Context: an optimization exercise on an open-source flow, tuned for small area, a short achievable clock period and few clock cycles. The choices shown serve that exercise and are no tape-out recipe.
Only simulation tests tie the RTL to the original design; equivalence was not proved.

main:
// resolve_core
module resolve_core (
    input  wire        clk,
    input  wire        rst,             
    input  wire        start,
    input  wire [9:0]  cand_lag,
    input  wire [9:0]  lag_min,
    input  wire [9:0]  max_dist,
    input  wire [7:0]  subthr_pct,
    output reg         busy,
    output reg  [9:0]  dt_addr,
    input  wire [9:0]  dt_data,
    output reg         done,
    output reg         err,
    output wire [9:0]  corr_lag,
    output wire [9:0]  divisor
);
    localparam PH_IDLE = 2'd0;
    localparam PH_DIVD = 2'd1;
    localparam PH_DIVT = 2'd2;
    localparam PH_RUN  = 2'd3;
    localparam T_NONE = 2'd0;
    localparam T_K1   = 2'd1;       
    localparam T_KW   = 2'd2;       
    reg [1:0]  ph;
    reg        kmode;               
    reg [9:0]  c_r;
    reg [11:0] th_t;
    reg [6:0]  th_r;
    reg [2:0]  mcnt;
    reg [1:0]  tgp;                 
    reg [2:0]  tkp;                 
    reg [9:0]  wdm1;
    reg [9:0]  wim1;
    reg [11:0] wr;
    reg [11:0] wb;                  
    reg [2:0]  ul;                  
    reg [12:0] ds;                  
    reg        ucont;               
    reg [2:0]  lp;                  
    reg [1:0]  ta_kind, tb_kind;
    reg        ta_last, tb_last;
    reg [9:0]  tb_dm1, tb_im1;
    reg [10:0] tb_r;
    reg [9:0]  kn;                  
  ...
Size: about 160 flip-flops, roughly 84 I/O pins, about 17000 sq um of cells after synthesis.
Settings: LEC_CHECK=0, ABC_CLOCK_PERIOD_IN_PS=4000, CAP_MARGIN=20, CORE_MARGIN=2, CORE_UTILIZATION=50, SETUP_SLACK_MARGIN=5, SLEW_MARGIN=20, TNS_END_PERCENT=100; clock period 10.0 ns.
run.sh (not shown) runs the stock make flow with config.mk's settings and CLKGATE_MAP_FILE= SYNTH_SCRIPT=/design/flow/synth_recipe.tcl, a recipe that flattens the netlist after the stock synthesis.
Testbench counts of main, summed over its fixed seeds: cycles 9,485.
Modified inputs, the feature branch compared to main
--- a/flow/design.v
+++ b/flow/design.v
@@ -153,20 +153,23 @@
             4'b1011: begin lo_a = 3'd5; lo_b = 3'd6; end
             4'b1100: begin lo_a = 3'd3; lo_b = 3'd4; end
             4'b1101: begin lo_a = 3'd4; lo_b = 3'd5; end
             4'b1110: begin lo_a = 3'd5; lo_b = 3'd6; end
             default: begin lo_a = 3'd6; lo_b = 3'd7; end
         endcase
     end
     wire [9:0]  im1_nx  = {lo_a[2] ? bh1 : bm0[9:2], lo_a[1:0]};
     wire [9:0]  i_nx    = {lo_b[2] ? bh1 : bm0[9:2], lo_b[1:0]};
-    wire [2:0]  lq = (|u_q[9:8]) ? 3'd4 : (|u_q[7:6]) ? 3'd3 : (|u_q[5:4]) ? 3'd2 :
-                     (|u_q[3:2]) ? 3'd1 : 3'd0;
+    wire [2:0]  lqb = (|u_q[9:8]) ? 3'd4 : (|u_q[7:6]) ? 3'd3 : (|u_q[5:4]) ? 3'd2 :
+                      (|u_q[3:2]) ? 3'd1 : 3'd0;
+    wire        lq3 = (|u_q[9:8]) ? 1'b0 : (|u_q[7:6]) ? (&u_q[7:6]) : (|u_q[5:4]) ? (&u_q[5:4]) :
+                      (&u_q[3:2]);
+    wire [2:0]  lq  = lq3 ? lqb + 3'd1 : lqb;
     wire [9:0] md   = max_dist;            
     wire [10:1] mg;
     genvar gi;
     generate
         for (gi = 1; gi <= 10; gi = gi + 1) begin : g_md
             assign mg[gi] = ge_c10(md, gi * 100);
         end
     endgenerate
     wire [3:0] md_a = mg[10] ? 4'd10 : mg[9] ? 4'd9 : mg[8] ? 4'd8 : mg[7] ? 4'd7 :
@@ -215,19 +218,18 @@
     wire fail_kw  = in_run && b_kw && is_weak;
     wire end_k1   = b_k1 && b_d2;
     wire end_kw   = b_kw && !is_weak && tb_last;
     wire end_run  = in_run && (end_k1 || end_kw);
     wire w_ge3    = |wdm1[9:1];
     wire flow_go  = in_run && !kmode && w_ge3 && !flush_k1 && !end_run;
     wire issue_kw = in_run && kmode && !fail_kw && !end_kw && (kn != 10'd0);
     wire tb_upd   = in_run && !kmode && !flush_k1 && !end_run;
     wire thr_ok   = (mcnt >= 3'd4);
-    wire d64 = (lag_min[9:4] == 6'd0) && (cand_lag >= {lag_min[3:0], 6'd0});
     wire        step_done = !ovf && (ul == 3'd0);
     wire [9:0]  sh_dm1 = fail_kw ? tb_dm1 : (step_done ? wdm1 - 10'd1 : wdm1);
     wire [2:0]  sh_l   = fail_kw ? lp : (ovf ? ul + 3'd1 : ((ul != 3'd0) ? ul - 3'd1 : lq));
     wire [12:0] ds_var = den_sh(sh_dm1, sh_l);
     always @(posedge clk) begin
         if (rst) begin
             ph <= PH_IDLE; kmode <= 1'b0;
             busy <= 1'b0; done <= 1'b0; err <= 1'b0;
             res1 <= 1'b0; dt_addr <= 10'd0;
@@ -271,20 +273,20 @@
                             th_t   <= 12'd0;
                             tgp    <= 2'd0;
                             tkp    <= 3'd0;
                             th_r   <= 7'd0;
                             mcnt   <= 3'd1;
                             wdm1   <= lag_min;
                             wim1   <= lag_min - 10'd1;
                             wr     <= {1'b0, cand_lag, 1'b0};
                             wb     <= 12'd0;
-                            ul     <= d64 ? 3'd3 : 3'd2;
-                            ds     <= d64 ? den_sh(lag_min, 3'd3) : den_sh(lag_min, 3'd2);
+                            ul     <= 3'd2;
+                            ds     <= den_sh(lag_min, 3'd2);
                             kn     <= 10'd0;
                             ucont  <= 1'b1;
                             kmode  <= 1'b0;
                             lp     <= 3'd0;
                             ph     <= PH_DIVD;
                         end
                     end
                 end
                 PH_DIVD: begin
### Flow results
Any difference in register fraction of the total cell area between the feature branch and main is small enough to ignore. Going from main to the feature branch, the area of the mapped netlist was found to have gone down by about 1%. Diff main -> the feature branch | non-clock buffer share of cell area | decrease of 0.30 points. Looking at shortest period the worst path allows across main and the feature branch, the one that comes out higher is the feature branch. Re number of flip-flops and latches: no difference whatsoever between main and the feature branch. In the feature branch relative to main, design area had gone down slightly. Against main, area inside the core boundary in the feature branch fell slightly. Compared with main, non-clock buffer count in the feature branch decreased by more than 10%. Summary of the feature branch over main: global-route wire length before repair lost 3.0%, pin count of the biggest net entering global routing decreased by about 10% relative to the old numbers, global-route track usage on met1 now smaller.
Testbench counts of the feature branch, summed over its fixed seeds: cycles 9,371.

-- static timing again, ports no longer ideal --
No port has a modelled driver above. Below, the same layouts with a new extraction and two added sets of constraints. Step 1: set_driving_cell puts a clkbuf_16 on clk and a buf_2 on each other input, an assumption about the parent block. Step 2 moves the port delays by t, midway between the first and last clock arrival at a register: inputs arrive t later, outputs are due t later. That takes back most of the time a late clock gives input paths. Slacks: ideal ports / drivers / drivers and shift; pairs: ideal ports / drivers.
run	t (ns)	setup WS [ns]	hold WS [ns]
main	0.522	5.033 / 5.071 / 4.549	0.438 / 0.438 / 0.438
the feature branch	0.511	4.995 / 4.995 / 4.596	0.428 / 0.428 / 0.428
After both steps setup and hold are still met in every run listed. The setup slack of main, which loses most, moves by +0.038 ns with the drivers and by -0.484 ns with both steps.
